This design comes from an exercise in tuning for a short achievable clock period and few clock cycles on the open sky130 flow, not from production work.
Function was checked by simulation only, so behaviour that the tests miss may differ from the original.
Power is estimated from default activity; no workload was simulated.

`run.sh`:
```
#!/bin/bash
# synth_recipe.tcl (not shown) runs the flow's synth.tcl, then flattens the netlist and writes it again
# the make line also repeats each setting of config.mk as NAME=value (left out here)
make -C /OpenROAD-flow-scripts/flow DESIGN_CONFIG=/design/flow/config.mk WORK_HOME=/design/flow/orfs CLKGATE_MAP_FILE= SYNTH_SCRIPT=/design/flow/synth_recipe.tcl finish
```
`config.mk`:
```
export PLATFORM = sky130hd
export DESIGN_NAME = legv8_core
export DESIGN_NICKNAME = legv8_core
export VERILOG_FILES = /design/flow/design.v
export SDC_FILE = /design/flow/constraint.sdc
export NUM_CORES = 4
export LEC_CHECK = 0
export CAP_MARGIN = 50
export CORE_MARGIN = 2
export CORE_UTILIZATION = 24
export PLACE_DENSITY = 0.38
export SLEW_MARGIN = 70
export SYNTH_HIERARCHICAL = 1
```
`constraint.sdc`:
```
create_clock -name core_clock -period 18.0 [get_ports {clk}]
set_input_delay 3.6000 -clock core_clock [delete_from_list [all_inputs] [get_ports {clk}]]
set_output_delay 3.6000 -clock core_clock [all_outputs]
set_load 0.01 [all_outputs]
```
`design.v`:
```
module legv8_core (
    input  wire        clk,
    input  wire        rst,
    output wire [63:0] imem_addr,
    input  wire [31:0] imem_data,
    input  wire        imem_valid,
    output wire        dmem_req,
    output wire        dmem_we,
    output wire [1:0]  dmem_size,
    output wire [11:0] dmem_addr,
    output wire [63:0] dmem_wdata,
    input  wire [63:0] dmem_rdata,
    input  wire        dmem_ready,
    output wire        done,
    output wire        faulted,
    output wire [2:0]  fault_code,
    output wire [63:0] fault_pc,
    output wire [63:0] fault_info,
    output wire [3:0]  flags
);
    reg        s_done, s_fault, s_fpend;
    reg [3:0]  nzcv;
    reg [2:0]  fcode_q;
    reg [63:0] fpc_q;
    reg [63:0] finfo_q;
    wire       run = ~(s_done | s_fault | s_fpend);
    reg  [63:0] pc_f;
    reg         dv, dend;
    reg  [31:0] d_ir;
    reg  [63:0] d_pc;
    reg  [31:0] d_rn_oh, d_rb_oh;           
    reg  [4:0]  d_rb;                       
    reg         d_pred;                     
    reg  [63:0] d_alt;                      
    reg         xv;
    reg         x_alu, x_setf, x_sub, x_arith, x_and, x_orr, x_eor, x_lsl, x_lsr;
    reg         x_addsc, x_subsc;           
    reg  [5:0]  x_sh;
    reg         x_load, x_store, x_sg, x_ill;
    reg  [1:0]  x_sz;
    reg  [8:0]  x_off;
    reg  [4:0]  x_rd;
    reg         x_wr;                       
    reg  [63:0] a_q, b_q;
    reg         fa, fb;                     
    reg         x_chk_bc, x_chk_cb;         
    reg  [3:0]  x_cond;
    reg         x_pred;                     
    reg  [63:0] x_alt;                      
    reg  [63:0] x_pc;
    reg  [31:0] x_ir;
    reg         aw_v;
    reg  [4:0]  aw_rd;
    reg  [63:0] aw_val;
    reg        m0v, m1v;
    reg        m0_we, m1_we;
    reg [1:0]  m0_sz, m1_sz;
    reg [11:0] m0_a, m1_a;
    reg [63:0] m0_d, m1_d;
    reg [4:0]  m0_rd, m1_rd;
    reg        m0_sg, m1_sg;
    reg        m0_kill, m1_kill;            
    reg        wv;
    reg [4:0]  w_rd;
    reg [1:0]  w_sz;
    reg        w_sg;
    reg [63:0] w_d;
    wire [31:0] ir = d_ir;
    wire m_add    = (ir & 32'hFFE0FC00) == 32'h8B000000;
    wire m_adds   = (ir & 32'hFFE0FC00) == 32'hAB000000;
    wire m_sub    = (ir & 32'hFFE0FC00) == 32'hCB000000;
    wire m_subs   = (ir & 32'hFFE0FC00) == 32'hEB000000;
    wire m_and    = (ir & 32'hFFE0FC00) == 32'h8A000000;
    wire m_ands   = (ir & 32'hFFE0FC00) == 32'hEA000000;
    wire m_orr    = (ir & 32'hFFE0FC00) == 32'hAA000000;
    wire m_eor    = (ir & 32'hFFE0FC00) == 32'hCA000000;
    wire m_lsl    = (ir & 32'hFFFF0000) == 32'hD3600000;
    wire m_lsr    = (ir & 32'hFFFF0000) == 32'hD3400000;
    wire m_addi   = (ir & 32'hFFC00000) == 32'h91000000;
    wire m_addis  = (ir & 32'hFFC00000) == 32'hB1000000;
    wire m_subi   = (ir & 32'hFFC00000) == 32'hD1000000;
    wire m_subis  = (ir & 32'hFFC00000) == 32'hF1000000;
    wire m_andi   = (ir & 32'hFFC00000) == 32'h92000000;
    wire m_andis  = (ir & 32'hFFC00000) == 32'hF2000000;
    wire m_orri   = (ir & 32'hFFC00000) == 32'hB2000000;
    wire m_eori   = (ir & 32'hFFC00000) == 32'hD2000000;
    wire m_b      = (ir & 32'hFC000000) == 32'h14000000;
    wire m_bcond_op = (ir & 32'hFF000000) == 32'h54000000;
    wire cond_ok  = (ir[4:0] == 5'd0)  || (ir[4:0] == 5'd1)  || (ir[4:0] == 5'd4)  ||
                    (ir[4:0] == 5'd5)  || (ir[4:0] == 5'd6)  || (ir[4:0] == 5'd7)  ||
                    (ir[4:0] == 5'd10) || (ir[4:0] == 5'd11) || (ir[4:0] == 5'd12) ||
                    (ir[4:0] == 5'd13);
    wire m_bcond  = m_bcond_op && cond_ok;
    wire m_cbnz   = (ir & 32'hFF000000) == 32'hB5000000;
    wire m_ldur   = (ir & 32'hFFE00C00) == 32'hF8400000;
    wire m_stur   = (ir & 32'hFFE00C00) == 32'hF8000000;
    wire m_ldurb  = (ir & 32'hFFE00C00) == 32'h38400000;
    wire m_sturb  = (ir & 32'hFFE00C00) == 32'h38000000;
    wire m_ldurh  = (ir & 32'hFFE00C00) == 32'h78400000;
    wire m_sturh  = (ir & 32'hFFE00C00) == 32'h78000000;
    wire m_ldursw = (ir & 32'hFFE00C00) == 32'hB8800000;
    wire m_sturw  = (ir & 32'hFFE00C00) == 32'hB8000000;
    wire is_rr    = m_add | m_adds | m_sub | m_subs | m_and | m_ands | m_orr | m_eor;
    wire is_r     = is_rr | m_lsl | m_lsr;
    wire is_i     = m_addi | m_addis | m_subi | m_subis | m_andi | m_andis | m_orri | m_eori;
    wire is_alu   = is_r | is_i;
    wire is_load  = m_ldur | m_ldurb | m_ldurh | m_ldursw;
    wire is_store = m_stur | m_sturb | m_sturh | m_sturw;
    wire is_mem   = is_load | is_store;
    wire legal    = is_alu | m_b | m_bcond | m_cbnz | is_mem;
    wire op_sub   = m_sub | m_subs | m_subi | m_subis;
    wire op_and   = m_and | m_ands | m_andi | m_andis;
    wire op_orr   = m_orr | m_orri;
    wire op_eor   = m_eor | m_eori;
    wire op_arith = m_add | m_adds | m_addi | m_addis | op_sub;
    wire set_f    = m_adds | m_addis | m_subs | m_subis;
    reg [1:0] msize;
    always @(*) begin
        msize = 2'd3;
        if (m_ldurb | m_sturb)        msize = 2'd0;
        else if (m_ldurh | m_sturh)   msize = 2'd1;
        else if (m_ldursw | m_sturw)  msize = 2'd2;
    end
    wire [4:0] f_rd = ir[4:0];
    wire [4:0] f_rn = ir[9:5];
    wire [4:0] f_rm = ir[20:16];
    reg  [63:0] rf [0:30];
    function automatic [63:0] rf_read(input [31:0] oh);
        integer k;
        begin
            rf_read = 64'd0;
            for (k = 0; k < 31; k = k + 1)
                rf_read = rf_read | ({64{oh[k]}} & rf[k]);
        end
    endfunction
    reg [63:0] w_val;
    always @(*) begin
        case (w_sz)
            2'd0:    w_val = {56'd0, w_d[7:0]};
            2'd1:    w_val = {48'd0, w_d[15:0]};
            2'd2:    w_val = w_sg ? {{32{w_d[31]}}, w_d[31:0]} : {32'd0, w_d[31:0]};
            default: w_val = w_d;
        endcase
    end
    wire aw_live = aw_v & (aw_rd != 5'd31);
    wire w_live  = wv & (w_rd != 5'd31);
    function automatic [63:0] rd_byp(input [31:0] oh, input [4:0] r);
        begin
            if (aw_live && aw_rd == r)     rd_byp = aw_val;
            else if (w_live && w_rd == r)  rd_byp = w_val;
            else                           rd_byp = rf_read(oh);
        end
    endfunction
    wire [63:0] ra = rd_byp(d_rn_oh, f_rn);
    wire [63:0] rb = rd_byp(d_rb_oh, d_rb);
    wire px = xv & x_load & (x_rd != 5'd31);
    wire p0 = m0v & ~m0_we & ~m0_kill & (m0_rd != 5'd31);
    wire p1 = m1v & ~m1_we & ~m1_kill & (m1_rd != 5'd31);
    function automatic hit(input [4:0] r);
        hit = (px && x_rd == r) || (p0 && m0_rd == r) || (p1 && m1_rd == r);
    endfunction
    wire use_rn = is_alu | is_mem;
    wire use_rm = is_rr;
    wire use_rt = is_store | m_cbnz;
    wire d_haz  = (use_rn & hit(f_rn)) | (use_rm & hit(f_rm)) | (use_rt & hit(f_rd));
    wire x_wlive = xv & x_wr & (x_rd != 5'd31);
    wire fwd_n   = x_wlive & (x_rd == f_rn);
    wire fwd_b   = x_wlive & (x_rd == d_rb);
    function automatic cond_eval(input [3:0] c, input [3:0] f);
        reg n, z, v;
        begin
            n = f[3]; z = f[2]; v = f[0];
            case (c)
                4'd0:    cond_eval = z;
                4'd1:    cond_eval = !z;
                4'd4:    cond_eval = n;
                4'd5:    cond_eval = !n;
                4'd6:    cond_eval = v;
                4'd7:    cond_eval = !v;
                4'd10:   cond_eval = (n == v);
                4'd11:   cond_eval = (n != v);
                4'd12:   cond_eval = !z && (n == v);
                4'd13:   cond_eval = !(!z && (n == v));
                default: cond_eval = 1'b0;
            endcase
        end
    endfunction
    wire        x_setf_live = xv & x_setf;
    wire        bc_guess = m_bcond & x_setf_live;
    wire        cb_guess = m_cbnz;
    wire        d_wrong  = m_bcond & ~x_setf_live & (cond_eval(ir[3:0], nzcv) != d_pred);
    wire [31:0] iw       = imem_data;
    wire        f_stable = ~(dv & set_f) & ~x_setf_live;
    wire [37:0] hb_inc, hb_dec;
    wire [44:0] hc_inc, hc_dec;
    legv8_incdec #(.W(38)) u_hb (.p(pc_f[63:26]), .inc(hb_inc), .dec(hb_dec));
    legv8_incdec #(.W(45)) u_hc (.p(pc_f[63:19]), .inc(hc_inc), .dec(hc_dec));
    wire [63:0] f_next   = pc_f + 64'd1;
    wire        f_pred;
    wire [63:0] f_alt, pc_next;
    wire        done_now = run & dv & dend & ~xv & q_empty;
    wire        use_f    = ~rst & run & ~done_now & ~x_redir & ~d_redir & f_adv;
    reg  [63:0] pc_other;
    always @(*) begin
        if (rst)               pc_other = 64'd0;
        else if (!run)         pc_other = pc_f;
        else if (done_now)     pc_other = d_pc;
        else if (x_redir)      pc_other = x_alt;
        else if (d_redir)      pc_other = d_alt;
        else if (f_adv)        pc_other = f_next;
        else                   pc_other = pc_f;
    end
    legv8_fetch_sel u_fs (
        .pc(pc_f), .iw(iw), .nzcv(nzcv), .stable(f_stable),
        .hb_inc(hb_inc), .hb_dec(hb_dec), .hc_inc(hc_inc), .hc_dec(hc_dec),
        .f_next(f_next), .other(pc_other), .use_f(use_f),
        .pred(f_pred), .alt(f_alt), .pc_next(pc_next)
    );
    wire        f_selrt  = (iw[31:24] == 8'hF8) || (iw[31:24] == 8'h38) || (iw[31:24] == 8'h78) ||
                           (iw[31:24] == 8'hB8) || (iw[31:24] == 8'hB5);
    wire [4:0]  f_rb     = f_selrt ? iw[4:0] : iw[20:16];
    wire [63:0] xa = fa ? aw_val : a_q;
    wire [63:0] xb = fb ? aw_val : b_q;       
    wire [63:0] opb_x = x_sub ? ~xb : xb;
    wire [65:0] sum_w = {1'b0, xa, 1'b1} + {1'b0, opb_x, x_sub};
    wire [64:0] sum   = sum_w[65:1];
    reg [63:0] y;
    always @(*) begin
        if (x_arith)     y = sum[63:0];
        else if (x_and)  y = xa & xb;
        else if (x_orr)  y = xa | xb;
        else if (x_eor)  y = xa ^ xb;
        else if (x_lsl)  y = xa << x_sh;
        else             y = xa >> x_sh;
    end
    wire f_n = sum[63];
    wire [63:0] zt  = xa ^ opb_x;
    wire [63:0] zo  = xa | opb_x;
    wire f_z = (zt[0] == x_sub) && (zt[63:1] == zo[62:0]);
    wire f_c = x_addsc ? sum[64] : x_subsc ? (sum[64] & (xb != 64'd0)) : 1'b0;
    wire f_v = (xa[63] == xb[63]) && (sum[63] != xa[63]);
    wire [63:0] ea = xa + {{55{x_off[8]}}, x_off};
    reg  [3:0]  nbytes;
    always @(*) begin
        case (x_sz)
            2'd0:    nbytes = 4'd1;
            2'd1:    nbytes = 4'd2;
            2'd2:    nbytes = 4'd4;
            default: nbytes = 4'd8;
        endcase
    end
    wire [13:0] lim      = 14'd4096 - {10'd0, nbytes} - {{5{x_off[8]}}, x_off};
    wire        le_lim   = (xa[63:14] == 50'd0) && (xa[13:0] <= lim);
    wire [8:0]  noff     = 9'd0 - x_off;
    wire        ge_noff  = (xa[63:9] == 55'd0) ? (xa[8:0] >= noff) : 1'b1;
    wire [8:0]  wlim     = 9'd256 - x_off;
    wire        wrap_ok  = (xa[63:8] == 56'hFFFFFFFFFFFFFF) && (x_off != 9'd0) &&
                           ({1'b0, xa[7:0]} >= wlim);
    wire        in_range = x_off[8] ? (le_lim && ge_noff) : (le_lim || wrap_ok);
    wire x_act    = run & xv;
    wire x_is_mem = x_load | x_store;
    wire actual   = x_chk_bc ? cond_eval(x_cond, nzcv) : (xb != 64'd0);
    wire x_redir  = x_act & (x_chk_bc | x_chk_cb) & (actual != x_pred);
    wire x_stall  = x_act & x_is_mem & m1v & ~x_ill;
    wire do_mem   = x_act & x_is_mem & ~x_ill & in_range & ~m1v;
    wire flt_ill  = x_act & x_ill;
    wire flt_rng  = x_act & x_is_mem & ~x_ill & ~in_range;
    wire pop     = m0v & dmem_ready;
    wire q_empty = ~m1v & (~m0v | dmem_ready);           
    wire d_act   = run & dv & ~dend;
    wire d_go    = d_act & ~d_haz & ~x_stall & ~x_redir;
    wire kill_ev = d_go & is_alu & (f_rd != 5'd31);
    wire kx      = kill_ev & (x_rd == f_rd);
    wire k0      = m0_kill | (kill_ev & (m0_rd == f_rd));
    wire k1      = m1_kill | (kill_ev & (m1_rd == f_rd));
    wire d_redir = d_go & d_wrong;
    wire f_adv   = run & (~dv | d_go);
    integer i;
    always @(posedge clk) begin
        for (i = 0; i < 31; i = i + 1) begin
            if (aw_live && aw_rd == i[4:0])
                rf[i] <= aw_val;
            else if (w_live && w_rd == i[4:0])
                rf[i] <= w_val;
        end
    end
    always @(posedge clk)
        pc_f <= pc_next;
    always @(posedge clk) begin
        w_d  <= dmem_rdata;
        w_rd <= m0_rd;
        w_sz <= m0_sz;
        w_sg <= m0_sg;
        if (rst) begin
            s_done  <= 1'b0;
            s_fault <= 1'b0;
            s_fpend <= 1'b0;
            dv      <= 1'b0;
            dend    <= 1'b0;
            xv      <= 1'b0;
            aw_v    <= 1'b0;
            nzcv    <= 4'd0;
            fcode_q <= 3'd0;
            fpc_q   <= 64'd0;
            finfo_q <= 64'd0;
            m0v     <= 1'b0;
            m1v     <= 1'b0;
            wv      <= 1'b0;
        end else begin
            wv <= pop & ~m0_we & ~k0;
            if (f_adv) begin
                d_pred  <= f_pred;
                d_alt   <= f_alt;
                dend    <= ~imem_valid;
                d_ir    <= imem_data;
                d_pc    <= pc_f;
                d_rn_oh <= 32'd1 << imem_data[9:5];
                d_rb_oh <= 32'd1 << f_rb;
                d_rb    <= f_rb;
            end
            if (run) begin
                if (x_redir | d_redir)
                    dv <= 1'b0;
                else if (f_adv)
                    dv <= 1'b1;
            end
            if (!x_stall) begin
                xv <= d_go;
                x_alu   <= is_alu;
                x_setf  <= set_f;
                x_sub   <= op_sub;
                x_arith <= op_arith;
                x_and   <= op_and;
                x_orr   <= op_orr;
                x_eor   <= op_eor;
                x_lsl   <= m_lsl;
                x_lsr   <= m_lsr;
                x_addsc <= m_adds;
                x_subsc <= m_subs | m_subis;
                x_sh    <= ir[15:10];
                x_load  <= is_load;
                x_store <= is_store;
                x_sg    <= m_ldursw;
                x_ill   <= ~legal;
                x_sz    <= msize;
                x_off   <= ir[20:12];
                x_rd    <= f_rd;
                x_wr    <= is_alu;
                a_q     <= ra;
                b_q     <= is_i ? {{52{ir[21]}}, ir[21:10]} : rb;
                fa      <= fwd_n;
                fb      <= fwd_b & ~is_i;
                x_chk_bc <= bc_guess;
                x_chk_cb <= cb_guess;
                x_cond  <= ir[3:0];
                x_pred  <= d_pred;
                x_alt   <= d_alt;
                x_pc    <= d_pc;
                x_ir    <= ir;
            end
            aw_v   <= x_act & x_alu & ~x_ill;
            aw_rd  <= x_rd;
            if (x_act & x_alu & ~x_ill)
                aw_val <= y;
            if (x_act && x_alu && x_setf && !x_ill)
                nzcv <= {f_n, f_z, f_c, f_v};
            if (pop & m1v) begin
                m0_we <= m1_we; m0_sz <= m1_sz; m0_a <= m1_a; m0_d <= m1_d;
                m0_rd <= m1_rd; m0_sg <= m1_sg; m0_kill <= k1;
            end else if (!m0v | pop) begin
                m0_we <= x_store; m0_sz <= x_sz; m0_a <= ea[11:0]; m0_d <= xb;
                m0_rd <= x_rd; m0_sg <= x_sg; m0_kill <= kx;
            end
            if (!m1v) begin
                m1_we <= x_store; m1_sz <= x_sz; m1_a <= ea[11:0]; m1_d <= xb;
                m1_rd <= x_rd; m1_sg <= x_sg; m1_kill <= kx;
            end
            if (!(pop & m1v) && !(!m0v | pop))
                m0_kill <= k0;
            if (m1v && !(pop & m1v))
                m1_kill <= k1;
            if (pop & m1v) begin
                m0v <= 1'b1;
                m1v <= 1'b0;
            end else if (!m0v | pop) begin
                m0v <= do_mem;
            end else if (do_mem) begin
                m1v <= 1'b1;
            end
            if (run) begin
                fcode_q <= x_ill ? 3'd1 : 3'd3;
                fpc_q   <= x_pc;
                finfo_q <= x_ill ? {32'd0, x_ir} : ea;
            end
            if (run && dv && dend && !xv && q_empty) begin
                s_done <= 1'b1;
            end else if (run && (flt_ill || flt_rng)) begin
                s_fault <= q_empty;
                s_fpend <= ~q_empty;
            end else if (s_fpend && q_empty) begin
                s_fault <= 1'b1;
                s_fpend <= 1'b0;
            end
        end
    end
    assign imem_addr  = pc_f;
    assign dmem_req   = m0v;
    assign dmem_we    = m0_we;
    assign dmem_size  = m0_sz;
    assign dmem_addr  = m0_a;
    assign dmem_wdata = m0_d;
    assign done       = s_done;
    assign faulted    = s_fault;
    assign fault_code = fcode_q;
    assign fault_pc   = fpc_q;
    assign fault_info = finfo_q;
    assign flags      = nzcv;
endmodule
module legv8_incdec #(parameter W = 38) (
    input  wire [W-1:0] p,
    output wire [W-1:0] inc,
    output wire [W-1:0] dec
);
    assign inc = p + 1'b1;
    assign dec = p - 1'b1;
endmodule
module legv8_fetch_sel (
    input  wire [63:0] pc,
    input  wire [31:0] iw,
    input  wire [3:0]  nzcv,
    input  wire        stable,       
    input  wire [37:0] hb_inc,
    input  wire [37:0] hb_dec,
    input  wire [44:0] hc_inc,
    input  wire [44:0] hc_dec,
    input  wire [63:0] f_next,       
    input  wire [63:0] other,        
    input  wire        use_f,        
    output wire        pred,
    output wire [63:0] alt,          
    output wire [63:0] pc_next
);
    wire n = nzcv[3], z = nzcv[2], v = nzcv[0];
    reg  cond;
    always @(*) begin
        case (iw[3:0])
            4'd0:    cond = z;
            4'd1:    cond = !z;
            4'd4:    cond = n;
            4'd5:    cond = !n;
            4'd6:    cond = v;
            4'd7:    cond = !v;
            4'd10:   cond = (n == v);
            4'd11:   cond = (n != v);
            4'd12:   cond = !z && (n == v);
            4'd13:   cond = !(!z && (n == v));
            default: cond = 1'b0;
        endcase
    end
    wire is_b  = (iw[31:26] == 6'b000101);
    wire is_bc = (iw[31:24] == 8'h54) && (iw[4] == 1'b0) &&
                 (iw[3:0] != 4'd2) && (iw[3:0] != 4'd3) && (iw[3:0] != 4'd8) &&
                 (iw[3:0] != 4'd9) && (iw[3:0] != 4'd14) && (iw[3:0] != 4'd15);
    wire is_cb = (iw[31:24] == 8'hB5);
    assign pred = is_b | (is_bc & (stable ? cond : iw[23])) | is_cb;
    wire [25:0] lo_b = pc[25:0] + iw[25:0];
    wire [18:0] lo_c = pc[18:0] + iw[23:5];
    wire [37:0] hi_b;
    wire [44:0] hi_c;
    legv8_hi_pick #(.W(19), .L(26)) u_b0 (.a(pc[25:0]), .b(iw[25:0]),
        .p(pc[44:26]), .pinc(hb_inc[18:0]), .pdec(hb_dec[18:0]), .hi(hi_b[18:0]));
    legv8_hi_pick #(.W(19), .L(26)) u_b1 (.a(pc[25:0]), .b(iw[25:0]),
        .p(pc[63:45]), .pinc(hb_inc[37:19]), .pdec(hb_dec[37:19]), .hi(hi_b[37:19]));
    legv8_hi_pick #(.W(23), .L(19)) u_c0 (.a(pc[18:0]), .b(iw[23:5]),
        .p(pc[41:19]), .pinc(hc_inc[22:0]), .pdec(hc_dec[22:0]), .hi(hi_c[22:0]));
    legv8_hi_pick #(.W(22), .L(19)) u_c1 (.a(pc[18:0]), .b(iw[23:5]),
        .p(pc[63:42]), .pinc(hc_inc[44:23]), .pdec(hc_dec[44:23]), .hi(hi_c[44:23]));
    wire [63:0] tgt = is_b ? {hi_b, lo_b} : {hi_c, lo_c};
    assign alt     = pred ? f_next : tgt;
    assign pc_next = (use_f & pred) ? tgt : other;
endmodule
module legv8_hi_pick #(parameter W = 19, parameter L = 26) (
    input  wire [L-1:0] a,
    input  wire [L-1:0] b,
    input  wire [W-1:0] p,
    input  wire [W-1:0] pinc,
    input  wire [W-1:0] pdec,
    output wire [W-1:0] hi
);
    wire [L:0] s = {1'b0, a} + {1'b0, b};
    wire       neg = b[L-1];
    assign hi = s[L] ? (neg ? p : pinc) : (neg ? pdec : p);
endmodule
```
==> impl_metrics.toml, run 1 <==
[grt]
antenna_found_initial = 84
grt_pass1_vias = 165540
grt_max_degree = 70
gr-total-overflow = 0
grt_pass1_wl_mm = 1596
grt_util_all_layers = 0.3006

[timing]
fin_crit_sh = 0.3448
finClkSkew_ns = 0.09539
setup_violations = 0
post-route-min-period_ns = 6.207
max_freq_ghz = 0.1611
drv_slew = 0
tns_ns = 0
rsz0062_at_grt = "false"
report.final.hold_viol_count = 0
max_slew_margin = 0.6297
tightest_slew_ns = 0.5555

[worst_setup_path]
critPathKind = "primary input to flip-flop"
critPathMaxFanout = 26
crit_path_top_delay_cell = "clkdlybuf4s50_1"
crit_buf_inv = 8
cp.required_ns = 18.80
crit_chain = "buf_6, buf_4, buf_16, ha_1, nand4_1, inv_1, a221oi_1, clkdlybuf4s50_1, o31ai_4, buf_8, buf_12, buf_16, nor3b_1, a221oi_2, mux2i_1, a21oi_1"
end_kind = "flip-flop"
cp.arrival_ns = 7.01
start_kind = "primary input"
cpPeakStageDelay_ns = 0.59
path_common_cell = "buf_16"
critical-path-top-delay-family = "buffers and inverters"

[yosys]
synthArstFlopShare = 0
syn_area_um2 = 183100
avgSynthCellArea_um2 = 9.757
ys_warn_count = 9
ys.flop_type = "edfxtp_1"
synthCells = 18763
synth_edf_count = 2762
synth-seq-cells = 3042
synth_cell_types = 122
syn-num-nets = 19358
ys_seq_area_frac = 0.4837

[finish]
regArea_um2 = 88610
multi_input_comb_area_um2 = 90460
syn2layout_area_growth_pct = 25.54
fin_nets = 19744
final_common_cell = "edfxtp_1"
final_area_um2 = 229800
fillers = 78563
layout_common_cells = "edfxtp_1 (2762), nand2_1 (2355), nor2_1 (1753), a21oi_1 (1679), o21ai_0 (1104)"
layout-drive-gt1-share = 0.1650

[route]
vias_per_cell = 6.071
route.antenna.remaining_nets = 0
wl_met2_mm = 507.4
routed_wl_mm = 1219
met3_length_mm = 139.5
post-route-drc-count = 0
drt_iter0_drc = 33658
num_vias = 180192
first_pass_iters = 10
wl_met1_mm = 482.4
routed.top_layer = "met5"
wl_per_cell_um = 41.05

[power_and_ir_drop]
p_leak_nw = 79.09
p_per_area_nw_per_um2 = 100.4
total_power_mw = 23.08
irDropWorstVdd_mv = 0.08829

[die]
row_count = 320
dieArea_um2 = 769800
initial_core_util = 0.2409
pin_count = 381
die_x_um = 877.4
coreArea_um2 = 759900
dieHeight_um = 877.4

[cts]
post_cts_resized = 0
cts_made_buffers = 386
insertion_delay_ns = 1.11
cts_hold_buf = 0
root_buffer = "clkbuf_16"
post_cts_buffers = 0
cts.clk_slew.worst_paths_ns = 0.06
cts.path.max_buffers = 4
cts_sinks = 3042
cts_tree = "yes"
cts.htree.levels = 5

[place]
io_buffer_count = 379
place_area_um2 = 215600
hpwl_mm = 845.6
place_congestion = 0.9561

[worst_hold_path]
hold_class = "flip-flop to flip-flop"

[run_status]
status = "no timing/DRC/antenna violations"

[run]
drv_cap = 0
## modules after synthesis, one instance, submodules excluded, excerpt
| module | copies in the design | cell area [um2] | cells inside | flip-flops and latches |
|---|---|---|---|---|
| legv8_fetch_sel | 1 | 4255 | 695 | 0 |
| legv8_core | 1 | 170700 | 17063 | 3042 |
## cell type report
cell class                 count  share of cell area
multi-input combinational  13510              0.3936
sequential                  3042              0.3856
timing repair buffer        1897              0.1040
tap                        10143             0.05522
clock buffer                 501             0.04564
clock inverter               216             0.01009
inverter                     312            0.005188
antenna                       61           0.0006642
## cells by family after synthesis
group | after synthesis | synth area share
xor+xnor | 631 | 0.03019
mux | 917 | 0.06172
fa+ha+maj | 495 | 0.03399
simple gates | 5705 | 0.1359
flops | 3042 | 0.4837
other cells | 1 | 0.00002048
buf+inv | 2211 | 0.04818
compound gates | 5761 | 0.2064
## per-layer routing
| layer | GRT usage | up-vias |
|---|---|---|
| li1 | - | 71348 |
| met1 | 0.3989 | 90435 |
| met2 | 0.4400 | 14704 |
| met3 | 0.07823 | 3665 |
| met4 | 0.1761 | 40 |
| met5 | 0.0004307 | - |
## final timing paths
check,from,endpoint,slack (ns),depth (start not counted)
max,imem_data[23],d_alt[40],11.79,16
min reg2reg,d_alt[21],x_alt[21],0.44,0
max reg2reg,fa,aw_val[59],11.99,21
min,d_alt[21],x_alt[21],0.44,0
## Yosys cell counts (44+ instances only)
| master | count | share of area |
|---|---|---|
| buf_2 | 98 | 0.0027 |
| mux2i_1 | 563 | 0.031 |
| and3_1 | 58 | 0.0020 |
| a222oi_1 | 128 | 0.0070 |
| nand2b_1 | 49 | 0.0017 |
| a22o_1 | 536 | 0.026 |
| o22ai_1 | 44 | 0.0015 |
| clkbuf_1 | 1424 | 0.029 |
| nor2_1 | 1826 | 0.037 |
| a31oi_1 | 47 | 0.0016 |
| a22oi_1 | 790 | 0.032 |
| nor2b_1 | 47 | 0.0016 |
| o211ai_1 | 59 | 0.0024 |
| o221ai_1 | 55 | 0.0026 |
| a21oi_1 | 1749 | 0.048 |
| buf_1 | 322 | 0.0066 |
| mux4_2 | 149 | 0.018 |
| xnor2_1 | 368 | 0.018 |
| a221oi_1 | 536 | 0.026 |
| o21ai_0 | 1191 | 0.033 |
| a211oi_1 | 130 | 0.0053 |
| inv_1 | 304 | 0.0062 |
| xor2_1 | 263 | 0.013 |
| mux2_2 | 200 | 0.012 |
| nor3_1 | 300 | 0.0082 |
| dfxtp_1 | 280 | 0.031 |
| nand2_1 | 2406 | 0.049 |
| o21ai_1 | 63 | 0.0017 |
| and2_1 | 47 | 0.0016 |
| edfxtp_1 | 2762 | 0.45 |
| a21o_1 | 112 | 0.0046 |
| nand3_1 | 289 | 0.0079 |
| ha_1 | 491 | 0.034 |
| nor4_1 | 105 | 0.0036 |
| nand4_1 | 366 | 0.013 |
## stage by stage
| stage | setup WS [ns] | std cells | hold slack (ns) | utilization |
|---|---|---|---|---|
| after floorplan | 2.863 | 18763 | 0.3233 | - |
| after global placement | 10.31 | 28207 | 0.4261 | 0.2629 |
| after detailed placement | 10.96 | 28859 | 0.4274 | 0.2838 |
| after CTS | 11.82 | 29576 | 0.4354 | 0.3006 |
| after global routing | 11.69 | 29638 | 0.4466 | 0.3023 |
| final | 11.79 | 29682 | 0.4356 | 0.3024 |
## power by group
| part | total [mW] | internal [mW] | switching, mW |
|---|---|---|---|
| Clock | 8.19 | 4.59 | 3.60 |
| Sequential | 8.30 | 8.07 | 0.230 |
| Combinational | 6.59 | 2.15 | 4.44 |
## state kept, by name (all words and copies together) (netlist names), 31 cells and up
name and count:
rf 1984, a_q 64, aw_val 64, b_q 64, d_alt 64, d_pc 64
finfo_q 64, fpc_q 64, m0_d 64, m1_d 64, pc_f 64, w_d 64
x_alt 64, x_pc 64, d_ir 32, d_rb_oh 31, d_rn_oh 31
## worst register-to-register path, delay by kind of cell, from the launching register on
kind | cells | cell delay, ns
adder cells (fa/ha/maj) | 1 | 0.43
multiplexers | 1 | 0.27
XOR/XNOR | 1 | 0.11
AO/OA/AOI/OAI | 3 | 0.99
flip-flops | 1 | 0.36
buffers and inverters | 11 | 2.74
AND/OR/NAND/NOR | 4 | 0.86
Testbench counts, summed over its fixed seeds: cycles 42,726.
==> run 2, diff against run 1 <==
--- a/design.v
+++ b/design.v
@@ -42,7 +42,6 @@
     reg  [4:0]  x_rd;
     reg         x_wr;                       
     reg  [63:0] a_q, b_q;
-    reg         fa, fb;                     
     reg         x_chk_bc, x_chk_cb;         
     reg  [3:0]  x_cond;
     reg         x_pred;                     
@@ -186,9 +185,6 @@
         end
     endfunction
     wire        x_setf_live = xv & x_setf;
-    wire        bc_guess = m_bcond & x_setf_live;
-    wire        cb_guess = m_cbnz;
-    wire        d_wrong  = m_bcond & ~x_setf_live & (cond_eval(ir[3:0], nzcv) != d_pred);
     wire [31:0] iw       = imem_data;
     wire        f_stable = ~(dv & set_f) & ~x_setf_live;
     wire [37:0] hb_inc, hb_dec;
@@ -219,26 +215,43 @@
     wire        f_selrt  = (iw[31:24] == 8'hF8) || (iw[31:24] == 8'h38) || (iw[31:24] == 8'h78) ||
                            (iw[31:24] == 8'hB8) || (iw[31:24] == 8'hB5);
     wire [4:0]  f_rb     = f_selrt ? iw[4:0] : iw[20:16];
-    wire [63:0] xa = fa ? aw_val : a_q;
-    wire [63:0] xb = fb ? aw_val : b_q;       
+    wire [63:0] xa = a_q;
+    wire [63:0] xb = b_q;                     
     wire [63:0] opb_x = x_sub ? ~xb : xb;
     wire [65:0] sum_w = {1'b0, xa, 1'b1} + {1'b0, opb_x, x_sub};
     wire [64:0] sum   = sum_w[65:1];
-    reg [63:0] y;
+    reg [63:0] y_oth;
     always @(*) begin
-        if (x_arith)     y = sum[63:0];
-        else if (x_and)  y = xa & xb;
-        else if (x_orr)  y = xa | xb;
-        else if (x_eor)  y = xa ^ xb;
-        else if (x_lsl)  y = xa << x_sh;
-        else             y = xa >> x_sh;
+        if (x_and)       y_oth = xa & xb;
+        else if (x_orr)  y_oth = xa | xb;
+        else if (x_eor)  y_oth = xa ^ xb;
+        else if (x_lsl)  y_oth = xa << x_sh;
+        else             y_oth = xa >> x_sh;
     end
+    wire [63:0] y = x_arith ? sum[63:0] : y_oth;
     wire f_n = sum[63];
     wire [63:0] zt  = xa ^ opb_x;
     wire [63:0] zo  = xa | opb_x;
     wire f_z = (zt[0] == x_sub) && (zt[63:1] == zo[62:0]);
     wire f_c = x_addsc ? sum[64] : x_subsc ? (sum[64] & (xb != 64'd0)) : 1'b0;
     wire f_v = (xa[63] == xb[63]) && (sum[63] != xa[63]);
+    reg  [30:0] zf;                                    
+    wire aw_zero  = (aw_val == 64'd0);
+    wire w_zero   = (w_val == 64'd0);
+    wire x_lzero  = x_and ? ((xa & xb) == 64'd0) :
+                    x_orr ? ((xa | xb) == 64'd0) : (xa == xb);
+    wire x_zero   = x_arith ? f_z : x_lzero;            
+    wire rb_zero  = (aw_live && aw_rd == d_rb) ? aw_zero :
+                    (w_live && w_rd == d_rb)   ? w_zero  :
+                    (d_rb_oh[31] | (|(d_rb_oh[30:0] & zf)));
+    wire cb_known = ~(fwd_b & (x_lsl | x_lsr));
+    wire cb_taken = ~(fwd_b ? x_zero : rb_zero);
+    wire bc_known = ~x_setf_live | (ir[3:1] == 3'b000);   
+    wire bc_taken = x_setf_live ? (ir[0] ^ f_z) : cond_eval(ir[3:0], nzcv);
+    wire bc_guess = m_bcond & ~bc_known;
+    wire cb_guess = m_cbnz & ~cb_known;
+    wire d_wrong  = (m_bcond & bc_known & (bc_taken != d_pred)) |
+                    (m_cbnz & cb_known & (cb_taken != d_pred));
     wire [63:0] ea = xa + {{55{x_off[8]}}, x_off};
     reg  [3:0]  nbytes;
     always @(*) begin
@@ -274,29 +287,27 @@
     wire k0      = m0_kill | (kill_ev & (m0_rd == f_rd));
     wire k1      = m1_kill | (kill_ev & (m1_rd == f_rd));
     wire d_redir = d_go & d_wrong;
-    wire f_adv   = run & (~dv | d_go);
+    wire f_adv   = run & (~dv | (d_act & ~d_haz & ~x_stall));
     integer i;
     always @(posedge clk) begin
         for (i = 0; i < 31; i = i + 1) begin
-            if (aw_live && aw_rd == i[4:0])
+            if (aw_live && aw_rd == i[4:0]) begin
                 rf[i] <= aw_val;
-            else if (w_live && w_rd == i[4:0])
+                zf[i] <= aw_zero;
+            end else if (w_live && w_rd == i[4:0]) begin
                 rf[i] <= w_val;
+                zf[i] <= w_zero;
+            end
         end
     end
     always @(posedge clk)
         pc_f <= pc_next;
     always @(posedge clk) begin
-        w_d  <= dmem_rdata;
-        w_rd <= m0_rd;
-        w_sz <= m0_sz;
-        w_sg <= m0_sg;
         if (rst) begin
             s_done  <= 1'b0;
             s_fault <= 1'b0;
             s_fpend <= 1'b0;
             dv      <= 1'b0;
-            dend    <= 1'b0;
             xv      <= 1'b0;
             aw_v    <= 1'b0;
             nzcv    <= 4'd0;
@@ -308,78 +319,18 @@
             wv      <= 1'b0;
         end else begin
             wv <= pop & ~m0_we & ~k0;
-            if (f_adv) begin
-                d_pred  <= f_pred;
-                d_alt   <= f_alt;
-                dend    <= ~imem_valid;
-                d_ir    <= imem_data;
-                d_pc    <= pc_f;
-                d_rn_oh <= 32'd1 << imem_data[9:5];
-                d_rb_oh <= 32'd1 << f_rb;
-                d_rb    <= f_rb;
-            end
             if (run) begin
                 if (x_redir | d_redir)
                     dv <= 1'b0;
                 else if (f_adv)
                     dv <= 1'b1;
             end
-            if (!x_stall) begin
+            if (!x_stall)
                 xv <= d_go;
-                x_alu   <= is_alu;
-                x_setf  <= set_f;
-                x_sub   <= op_sub;
-                x_arith <= op_arith;
-                x_and   <= op_and;
-                x_orr   <= op_orr;
-                x_eor   <= op_eor;
-                x_lsl   <= m_lsl;
-                x_lsr   <= m_lsr;
-                x_addsc <= m_adds;
-                x_subsc <= m_subs | m_subis;
-                x_sh    <= ir[15:10];
-                x_load  <= is_load;
-                x_store <= is_store;
-                x_sg    <= m_ldursw;
-                x_ill   <= ~legal;
-                x_sz    <= msize;
-                x_off   <= ir[20:12];
-                x_rd    <= f_rd;
-                x_wr    <= is_alu;
-                a_q     <= ra;
-                b_q     <= is_i ? {{52{ir[21]}}, ir[21:10]} : rb;
-                fa      <= fwd_n;
-                fb      <= fwd_b & ~is_i;
-                x_chk_bc <= bc_guess;
-                x_chk_cb <= cb_guess;
-                x_cond  <= ir[3:0];
-                x_pred  <= d_pred;
-                x_alt   <= d_alt;
-                x_pc    <= d_pc;
-                x_ir    <= ir;
-            end
-            aw_v   <= x_act & x_alu & ~x_ill;
-            aw_rd  <= x_rd;
-            if (x_act & x_alu & ~x_ill)
-                aw_val <= y;
+            aw_v <= x_act & x_alu & ~x_ill;
             if (x_act && x_alu && x_setf && !x_ill)
                 nzcv <= {f_n, f_z, f_c, f_v};
             if (pop & m1v) begin
-                m0_we <= m1_we; m0_sz <= m1_sz; m0_a <= m1_a; m0_d <= m1_d;
-                m0_rd <= m1_rd; m0_sg <= m1_sg; m0_kill <= k1;
-            end else if (!m0v | pop) begin
-                m0_we <= x_store; m0_sz <= x_sz; m0_a <= ea[11:0]; m0_d <= xb;
-                m0_rd <= x_rd; m0_sg <= x_sg; m0_kill <= kx;
-            end
-            if (!m1v) begin
-                m1_we <= x_store; m1_sz <= x_sz; m1_a <= ea[11:0]; m1_d <= xb;
-                m1_rd <= x_rd; m1_sg <= x_sg; m1_kill <= kx;
-            end
-            if (!(pop & m1v) && !(!m0v | pop))
-                m0_kill <= k0;
-            if (m1v && !(pop & m1v))
-                m1_kill <= k1;
-            if (pop & m1v) begin
                 m0v <= 1'b1;
                 m1v <= 1'b0;
             end else if (!m0v | pop) begin
@@ -403,6 +354,71 @@
             end
         end
     end
+    always @(posedge clk) begin
+        w_d  <= dmem_rdata;
+        w_rd <= m0_rd;
+        w_sz <= m0_sz;
+        w_sg <= m0_sg;
+        if (f_adv) begin
+            d_pred  <= f_pred;
+            d_alt   <= f_alt;
+            dend    <= ~imem_valid;
+            d_ir    <= imem_data;
+            d_pc    <= pc_f;
+            d_rn_oh <= 32'd1 << imem_data[9:5];
+            d_rb_oh <= 32'd1 << f_rb;
+            d_rb    <= f_rb;
+        end
+        if (!x_stall) begin
+            x_alu   <= is_alu;
+            x_setf  <= set_f;
+            x_sub   <= op_sub;
+            x_arith <= op_arith;
+            x_and   <= op_and;
+            x_orr   <= op_orr;
+            x_eor   <= op_eor;
+            x_lsl   <= m_lsl;
+            x_lsr   <= m_lsr;
+            x_addsc <= m_adds;
+            x_subsc <= m_subs | m_subis;
+            x_sh    <= ir[15:10];
+            x_load  <= is_load;
+            x_store <= is_store;
+            x_sg    <= m_ldursw;
+            x_ill   <= ~legal;
+            x_sz    <= msize;
+            x_off   <= ir[20:12];
+            x_rd    <= f_rd;
+            x_wr    <= is_alu;
+            a_q     <= fwd_n ? y : ra;
+            b_q     <= is_i ? {{52{ir[21]}}, ir[21:10]} : (fwd_b ? y : rb);
+            x_chk_bc <= bc_guess;
+            x_chk_cb <= cb_guess;
+            x_cond  <= ir[3:0];
+            x_pred  <= d_pred;
+            x_alt   <= d_alt;
+            x_pc    <= d_pc;
+            x_ir    <= ir;
+        end
+        aw_rd  <= x_rd;
+        if (x_act & x_alu & ~x_ill)
+            aw_val <= y;
+        if (pop & m1v) begin
+            m0_we <= m1_we; m0_sz <= m1_sz; m0_a <= m1_a; m0_d <= m1_d;
+            m0_rd <= m1_rd; m0_sg <= m1_sg; m0_kill <= k1;
+        end else if (!m0v | pop) begin
+            m0_we <= x_store; m0_sz <= x_sz; m0_a <= ea[11:0]; m0_d <= xb;
+            m0_rd <= x_rd; m0_sg <= x_sg; m0_kill <= kx;
+        end else begin
+            m0_kill <= k0;
+        end
+        if (!m1v) begin
+            m1_we <= x_store; m1_sz <= x_sz; m1_a <= ea[11:0]; m1_d <= xb;
+            m1_rd <= x_rd; m1_sg <= x_sg; m1_kill <= kx;
+        end else if (!pop) begin
+            m1_kill <= k1;
+        end
+    end
     assign imem_addr  = pc_f;
     assign dmem_req   = m0v;
     assign dmem_we    = m0_we;
==> flow/run.sh (new file) <==
#!/bin/bash
# Layout flow: the standard ORFS flow (standard.sh, unchanged synthesis,
# floorplan, power grid, placement, CTS and routing) with two repair settings:
#  - port buffers are sky130_fd_sc_hd__buf_4 (instead of the default pick,
#    a delay buffer); every input and output port still gets its own buffer
#  - timing repair works until 12.5 ns of setup slack against the design's
#    18 ns clock, on the worst 10% of the endpoints
# The constraints (constraint.sdc: clock period, I/O delays, output load) are
# the design's, unchanged.  make's output goes to make.log here; ORFS writes
# each step's full log under orfs/logs/.
set -euo pipefail
bash standard.sh 'BUFFER_PORTS_ARGS=-buffer_cell sky130_fd_sc_hd__buf_4' \
    SETUP_SLACK_MARGIN=12.5 TNS_END_PERCENT=10 finish > make.log 2>&1
==> standard.sh (new file) <==
#!/bin/bash
# synth_recipe.tcl (not shown) runs the flow's synth.tcl, then flattens the netlist and writes it again
# the make line also repeats each setting of config.mk as NAME=value (left out here)
make -C /OpenROAD-flow-scripts/flow DESIGN_CONFIG=/design/flow/config.mk WORK_HOME=/design/flow/orfs CLKGATE_MAP_FILE= SYNTH_SCRIPT=/design/flow/synth_recipe.tcl "${@:-finish}"
removed: run.sh
==> run 2 against run 1 <==
Combinational power grew 39%; critical path depth shrank 15; area after synthesis grew 0.71%; clock power grew 0.5%; synthesized cell count grew 1.3%; global-route usage grew 0.69 points; first-iteration DRC count grew 2.7%; core utilization is essentially flat; worst setup slack gained 0.66 ns; worst hold slack lost 0.016 ns.
==> impl_metrics.toml, run 2 <==
[run_status]
status = "no timing/DRC/antenna violations"

[worst_setup_path]
cpPeakStageDelay_ns = 0.63
crit_path_top_delay_cell = "dfxtp_1"
reg2reg_to = "pc_f[23]"
end_kind = "output pin"
critPathKind = "flip-flop to output pin"
crit_chain = "buf_4"
reg2reg_depth = 25
critical-path-top-delay-family = "flip-flops"
cp.required_ns = 14.40
critPathMaxFanout = 2
cp.arrival_ns = 1.95
rrSetupSlack_ns = 12.47
start_kind = "flip-flop"
r2r_start = "x_sub"
crit_buf_inv = 1

[die]
pin_count = 381
row_count = 321
dieHeight_um = 880.5
initial_core_util = 0.2411
die_x_um = 880.5
coreArea_um2 = 764700
dieArea_um2 = 775300

[cts]
cts.clk_slew.worst_paths_ns = 0.06
root_buffer = "clkbuf_16"
insertion_delay_ns = 1.12
cts_made_buffers = 377
cts_tree = "yes"
cts_sinks = 3073
cts.htree.levels = 5
cts.path.max_buffers = 4

[timing]
max_freq_ghz = 0.1802
finClkSkew_ns = 0.1140
setup_violations = 0
fin_crit_sh = 0.3083
max_slew_margin = 0.6414
report.final.hold_viol_count = 0
post-route-min-period_ns = 5.549
fin_ws_ns = 12.45
tns_ns = 0
tightest_slew_ns = 0.5229
rsz0062_at_grt = "true"
drv_slew = 0

[yosys]
synth_cell_types = 114
ys_seq_area_frac = 0.4850
synthTopCellsByArea = "edfxtp_1 (45%), nand2_1 (5.4%), o21ai_0 (4.1%)"
yosysMostFrequentCell = "edfxtp_1"
synth_commonest_cells = "edfxtp_1 (2788), nand2_1 (2642), clkbuf_1 (1554)"
synth-seq-cells = 3073
synth_edf_count = 2788
synth.largest_area_cell = "edfxtp_1"
ys.flop_type = "edfxtp_1"
synthCells = 19000
syn-num-nets = 19595
avgSynthCellArea_um2 = 9.704
synth_top_area_frac = 0.4541
ys_warn_count = 9
syn_area_um2 = 184400
synthArstFlopShare = 0

[route]
route.antenna.remaining_nets = 0
num_vias = 183833
wl_per_cell_um = 41.84
vias_per_cell = 6.125
post-route-drc-count = 0
first_pass_iters = 13
drt_iter0_drc = 34565
routed_wl_mm = 1256

[finish]
fillers = 78780
syn2layout_area_growth_pct = 25.64
fin_nets = 19984
layout_common_cells = "edfxtp_1 (2788), nand2_1 (2579), nor2_1 (1487), a21oi_1 (1396), o21ai_0 (1290)"
final_common_cell = "edfxtp_1"
largest_reg_flops = 1984
final_cells = 30016
top_register = "rf"
layout-drive-gt1-share = 0.1897

[grt]
grt_pass1_wl_mm = 1631
gr-total-overflow = 0
grt_max_degree = 69
grt_util_all_layers = 0.3075
antenna_found_initial = 125
grt_pass1_vias = 165898

[place]
pre_cts_ws_ns = 10.97
io_buffer_count = 379
place_congestion = 0.9652
placedCellCount = 29091
hpwl_mm = 871.2

[worst_hold_path]
min_to = "w_sg"
hold_class = "flip-flop to flip-flop"
min_from = "m0_sg"
holdPathStages = 0

[power_and_ir_drop]
p_leak_nw = 81.29
switching_power_mw = 10.28
clockPowerShare = 0.315
switching_share = 0.3937
p_int_mw = 15.82
p_comb_frac = 0.352
power_frac_seq = 0.333
irDropWorstVdd_mv = 0.09126
p_per_area_nw_per_um2 = 112.7

[run]
drv_cap = 0
-- run 2: per-module statistics from Yosys (local to each module, per instance), excerpt --
| module | cells inside | flip-flops and latches |
|---|---|---|
| legv8_fetch_sel | 728 | 0 |
| legv8_core | 17267 | 3073 |
-- run 2: kinds of logic after synthesis --
kind of cell / Yosys count / share of synthesized area
xor+xnor: 650 / 0.03088
fa+ha+maj: 495 / 0.03375
flops: 3073 / 0.4850
compound gates: 5915 / 0.2118
mux: 703 / 0.04982
simple gates: 5791 / 0.1382
buf+inv: 2372 / 0.05046
other cells: 1 / 0.00002034
-- run 2: stage by stage --
| stage | total power [mW] | utilization | hold slack, ns | area, um2 |
|---|---|---|---|---|
| 5_1_grt | 26.43 | 0.3027 | 0.4305 | 231500 |
| 4_1_cts | 25.52 | 0.2999 | 0.4380 | 229300 |
| 3_5_place_dp | 17.36 | 0.2826 | 0.4055 | 216100 |
| 2_1_floorplan | 12.69 | - | 0.3233 | 184600 |
| 6_report | 26.10 | 0.3029 | 0.4194 | 231600 |
| 3_3_place_gp | 16.75 | 0.2621 | 0.4086 | 200400 |
-- run 2: how the worst max path moves through the flow --
stage | startpoint | end | slack (ns) | depth (start not counted)
2_1_floorplan | w_rd[0] | rf[12][0] | 11.75 | 4
4_1_cts | pc_f[27] | imem_addr[27] | 12.40 | 2
3_3_place_gp | x_sub | pc_f[25] | 9.27 | 21
5_1_grt | x_sub | pc_f[57] | 12.41 | 25
3_5_place_dp | x_sub | pc_f[25] | 10.97 | 25
6_report | finfo_q[62] | fault_info[62] | 12.45 | 1
-- run 2: cell type report --
class,instances,area (um2),share of cell area
Clock inverter,216,2586,0.01116
Antenna cell,135,337.8,0.001458
Sequential cell,3073,89470,0.3862
Inverter,367,1424,0.006147
Multi-Input combinational cell,13558,91920,0.3968
Tap cell,10174,12730,0.05495
Timing Repair Buffer,2012,23120,0.09981
Clock buffer,481,10050,0.04340
-- run 2: layer usage --
metal | vias to the layer above | track usage | routed length (um)
li1 | 72311 | - | -
met1 | 92563 | 0.4134 | 499400
met2 | 15291 | 0.4371 | 511300
met3 | 3608 | 0.08501 | 149800
met4 | 60 | 0.1859 | 94860
met5 | - | 0.0003691 | 513
-- run 2: repair_timing --
| item | CTS | global route |
|---|---|---|
| setup endpoints to repair | 140 | 149 |
| pin swaps | 8 | 12 |
| setup buffers | 12 | 29 |
| hold buffers | 0 | 0 |
| cloned | 7 | 6 |
| resized for setup | 50 | 64 |
-- run 2: power by group through the flow --
stage | clock [mW] | combinational (mW) | sequential (mW)
after floorplan | 0 | 3.90 | 8.78
after global placement | 0 | 7.83 | 8.92
after detailed placement | 0 | 8.52 | 8.84
after CTS | 8.26 | 8.57 | 8.69
after global routing | 8.49 | 9.21 | 8.73
final | 8.23 | 9.19 | 8.69
Testbench counts of run 2, summed over its fixed seeds: cycles 41,964.
==> run 3, diff against run 2 <==
--- a/design.v
+++ b/design.v
@@ -42,6 +42,7 @@
     reg  [4:0]  x_rd;
     reg         x_wr;                       
     reg  [63:0] a_q, b_q;
+    reg  [63:0] bx_q;                       
     reg         x_chk_bc, x_chk_cb;         
     reg  [3:0]  x_cond;
     reg         x_pred;                     
@@ -217,7 +218,7 @@
     wire [4:0]  f_rb     = f_selrt ? iw[4:0] : iw[20:16];
     wire [63:0] xa = a_q;
     wire [63:0] xb = b_q;                     
-    wire [63:0] opb_x = x_sub ? ~xb : xb;
+    wire [63:0] opb_x = bx_q;
     wire [65:0] sum_w = {1'b0, xa, 1'b1} + {1'b0, opb_x, x_sub};
     wire [64:0] sum   = sum_w[65:1];
     reg [63:0] y_oth;
@@ -230,9 +231,9 @@
     end
     wire [63:0] y = x_arith ? sum[63:0] : y_oth;
     wire f_n = sum[63];
-    wire [63:0] zt  = xa ^ opb_x;
-    wire [63:0] zo  = xa | opb_x;
-    wire f_z = (zt[0] == x_sub) && (zt[63:1] == zo[62:0]);
+    wire [63:0] zt  = xa ^ xb;
+    wire [63:0] zo  = xa | xb;
+    wire f_z = x_sub ? (zt == 64'd0) : ((zt[0] == 1'b0) && (zt[63:1] == zo[62:0]));
     wire f_c = x_addsc ? sum[64] : x_subsc ? (sum[64] & (xb != 64'd0)) : 1'b0;
     wire f_v = (xa[63] == xb[63]) && (sum[63] != xa[63]);
     reg  [30:0] zf;                                    
@@ -280,6 +281,7 @@
     wire flt_rng  = x_act & x_is_mem & ~x_ill & ~in_range;
     wire pop     = m0v & dmem_ready;
     wire q_empty = ~m1v & (~m0v | dmem_ready);           
+    wire [63:0] d_b     = is_i ? {{52{ir[21]}}, ir[21:10]} : (fwd_b ? y : rb);
     wire d_act   = run & dv & ~dend;
     wire d_go    = d_act & ~d_haz & ~x_stall & ~x_redir;
     wire kill_ev = d_go & is_alu & (f_rd != 5'd31);
@@ -391,7 +393,8 @@
             x_rd    <= f_rd;
             x_wr    <= is_alu;
             a_q     <= fwd_n ? y : ra;
-            b_q     <= is_i ? {{52{ir[21]}}, ir[21:10]} : (fwd_b ? y : rb);
+            b_q     <= d_b;
+            bx_q    <= op_sub ? ~d_b : d_b;
             x_chk_bc <= bc_guess;
             x_chk_cb <= cb_guess;
             x_cond  <= ir[3:0];
==> flow/run.sh (replaced) <==
#!/bin/bash
# Layout flow: the standard ORFS flow (standard.sh, unchanged synthesis,
# floorplan, power grid, placement, CTS and routing) with two repair settings:
#  - port buffers are sky130_fd_sc_hd__buf_4 (instead of the default pick,
#    a delay buffer); every input and output port still gets its own buffer
#  - timing repair works until 13.2 ns of setup slack against the design's
#    18 ns clock, on the worst 10% of the endpoints
# The constraints (constraint.sdc: clock period, I/O delays, output load) are
# the design's, unchanged.  make's output goes to make.log here; ORFS writes
# each step's full log under orfs/logs/.
set -euo pipefail
bash standard.sh 'BUFFER_PORTS_ARGS=-buffer_cell sky130_fd_sc_hd__buf_4' \
    SETUP_SLACK_MARGIN=13.2 TNS_END_PERCENT=10 finish > make.log 2>&1
==> run 3 against run 2 <==
Flip-flop and latch count up 64; clock power fell by 1%; fmax grew 1.9%; highest routed layer unchanged; routed wire length up 1.7%; largest cell class unchanged; area after synthesis rose by 0.86%; via count increased by 1.8%; synthesized cell count is essentially flat; clock-buffer cell count grew 23; non-clock buffer count up 194; critical path type unchanged; critical path depth unchanged; cell count is 0.96% higher; still clean on timing, DRC and antenna.
==> impl_metrics.toml, run 3 <==
[run_status]
status = "no timing/DRC/antenna violations"

[yosys]
synth-seq-cells = 3137
synthTopCellsByArea = "edfxtp_1 (46%), nand2_1 (5.3%), a21oi_1 (4.4%)"
synth_top_area_frac = 0.4605
synth_cell_types = 123
syn_area_um2 = 186000
synth_commonest_cells = "edfxtp_1 (2852), nand2_1 (2618), a21oi_1 (1626)"
synth.largest_area_cell = "edfxtp_1"
synth_edf_count = 2852
syn-num-nets = 19535
synthArstFlopShare = 0
ys_seq_area_frac = 0.4912
synthCells = 19002
ys.flop_type = "edfxtp_1"
avgSynthCellArea_um2 = 9.787
yosysMostFrequentCell = "edfxtp_1"
ys_warn_count = 9

[die]
die_x_um = 884.3
dieHeight_um = 884.3
coreArea_um2 = 772700
initial_core_util = 0.2407
row_count = 323
dieArea_um2 = 781900
pin_count = 381

[place]
place_area_um2 = 218200
place_congestion = 0.9485
pre_cts_ws_ns = 11.17
io_buffer_count = 379
hpwl_mm = 876.3

[cts]
cts.clk_slew.worst_paths_ns = 0.06
cts_sinks = 3137
cts.htree.levels = 5
root_buffer = "clkbuf_16"
cts_tree = "yes"
insertion_delay_ns = 1.11
cts_hold_buf = 0
cts.path.max_buffers = 4
cts_made_buffers = 387

[worst_setup_path]
crit_chain = "buf_4"
crit_buf_inv = 1
cp.arrival_ns = 1.85
critPathKind = "flip-flop to output pin"
critPathMaxFanout = 2
end_kind = "output pin"
cpPeakStageDelay_ns = 0.53
cp.required_ns = 14.40
start_kind = "flip-flop"
crit_path_top_delay_cell = "dfxtp_1"
critical-path-top-delay-family = "flip-flops"

[timing]
max_slew_margin = 0.6310
setup_violations = 0
max_freq_ghz = 0.1836
report.final.hold_viol_count = 0
fin_crit_sh = 0.3026
tightest_slew_ns = 0.5535
fin_ws_ns = 12.55
drv_slew = 0
finClkSkew_ns = 0.1159
tns_ns = 0
rsz0062_at_grt = "true"
post-route-min-period_ns = 5.447

[finish]
final_common_cell = "edfxtp_1"
fin_nets = 20152
final_area_um2 = 237000
top_register = "rf"
largest_reg_flops = 1984
layout-drive-gt1-share = 0.2024
fillers = 79008
syn2layout_area_growth_pct = 27.44
layout_common_cells = "edfxtp_1 (2852), nand2_1 (2562), a21oi_1 (1524), nor2_1 (1492), o21ai_0 (1213)"

[grt]
grt_util_all_layers = 0.3088
antenna_found_initial = 119
grt_pass1_vias = 168817
gr-total-overflow = 0
grt_max_degree = 58
grt_pass1_wl_mm = 1658

[route]
post-route-drc-count = 0
drt_iter0_drc = 36257
vias_per_cell = 6.177
num_vias = 187202
route.antenna.remaining_nets = 0
first_pass_iters = 10
routed_wl_mm = 1277
wl_per_cell_um = 42.15

[run]
drv_cap = 0

[power_and_ir_drop]
p_per_area_nw_per_um2 = 99.50
total_power_mw = 23.58
p_leak_nw = 81.84
irDropWorstVdd_mv = 0.08403

[worst_hold_path]
hold_class = "flip-flop to flip-flop"
## run 3: cell count changes in the layout (fill, tap and decap cells not counted), sizes merged, moves of 23 or more
cell    before   now
ha         491   428
nand2     2646  2621
a211oi     174   237
xnor2      295   358
o221ai      61    23
buf       1976  2145
a21o       138   115
clkbuf     498   532
nor3       293   324
edfxtp    2788  2852
a21oi     1483  1626
mux2i      426   458
xor2       355   241
inv        384   290
## run 3: timing repair
| action | in CTS | in global routing |
|---|---|---|
| buffers inserted | 117 | 94 |
| cloned | 29 | 19 |
| pin swaps | 55 | 29 |
| gates resized for setup | 347 | 109 |
| setup endpoints to repair | 497 | 562 |
## run 3: path summary, 6_finish.rpt
check                            startpoint              to  slack [ns]  cells after the start
worst min-delay path                x_ir[4]        aw_rd[4]        0.43                      0
worst max register to register      a_q[58]        pc_f[20]       12.84                     22
worst max-delay path            finfo_q[54]  fault_info[54]       12.55                      1
worst min register to register      x_ir[4]        aw_rd[4]        0.43                      0
## run 3: final cells by class
class,count,area (um2),share of cell area
Sequential cell,3137,91510,0.3861
Clock buffer,504,10520,0.04439
Multi-Input combinational cell,13607,92080,0.3885
Tap cell,10237,12810,0.05405
Clock inverter,212,1998,0.008431
Antenna cell,122,305.3,0.001288
Timing Repair Buffer,2206,26700,0.1126
Inverter,280,1082,0.004567
## run 3: logic make-up after synthesis
logic type                 after synthesis  share of synthesized area
AOI/OAI and AO/OA                     6048                     0.2137
xor gates and xnor gates               599                    0.02829
adders and majority gates              433                    0.02934
buffers and inverters                 2258                    0.04869
DFF                                   3137                     0.4912
muxes                                  720                    0.05064
other                                    1                 0.00002017
and+or+nand+nor                       5806                     0.1381
## run 3: per-stage QoR
step | instances | hold WS (ns) | util
3_3_place_gp | 28470 | 0.4322 | 0.2612
6_report | 30305 | 0.4333 | 0.3067
2_1_floorplan | 19002 | 0.3233 | -
5_1_grt | 30232 | 0.4419 | 0.3065
4_1_cts | 30042 | 0.4371 | 0.3029
3_5_place_dp | 29180 | 0.4246 | 0.2824
## run 3: per-layer routing
metal	part of all wire	track usage
met1	0.40	0.4173
met2	0.41	0.4440
met3	0.12	0.08566
met4	0.069	0.1703
met5	0.00028	0
## run 3: worst reg2reg max path, delay by kind of cell, from the launching register on
family	cells	cell delay, ns
fa+ha+maj	1	0.42
xor+xnor	1	0.20
flops	1	0.34
buf+inv	7	1.52
mux	1	0.31
compound gates	7	1.01
simple gates	5	1.20
## run 3: where the power goes
part | switching, mW | internal [mW] | leakage, nW | total (mW)
sequential | 0.266 | 8.35 | 28.5 | 8.62
clock | 3.61 | 4.55 | 6.10 | 8.15
combinational | 4.59 | 2.22 | 47.2 | 6.81
## run 3: per-module statistics from Yosys, one instance, submodules excluded, a selection
module           cell area (um2)  flip-flops and latches
legv8_core                173600                    3137
legv8_fetch_sel             4278                       0
Testbench counts of run 3, summed over its fixed seeds: cycles 41,964.

[re-timing with driven ports]
How much do the figures lean on ideal ports? The routed layouts below were timed once more, with nothing changed but the port constraints. Step 1 (the two cells are an assumption about what drives the block):
set clk [get_ports {clk}]
set_driving_cell -lib_cell sky130_fd_sc_hd__clkbuf_16 $clk
set_driving_cell -lib_cell sky130_fd_sc_hd__buf_2 [delete_from_list [all_inputs] $clk]
Step 2 moves the port delays by t, midway between the first and last clock arrival at a register: inputs arrive t later, outputs are due t later. That takes back most of the time a late clock gives input paths. Three values: ideal ports, drivers, drivers and shift; two values: the first two.
| run | t, ns | setup slack, ns | worst setup path after step 2 | worst slew at a driven data input, ns | cell pins on the clock port's net |
|---|---|---|---|---|---|
| run 1 | 1.187 | 11.793 / 11.824 / 10.696 | input to register | 0.15 | 1 |
| run 2 | 1.200 | 12.451 / 12.311 / 11.155 | input to register | 0.42 | 1 |
| run 3 | 1.200 | 12.553 / 12.236 / 11.036 | input to register | 0.72 | 1 |
After both steps setup and hold are still met in every run listed. For run 3, which loses most, drivers alone change the setup slack by -0.317 ns; drivers and shift together by -1.517 ns.
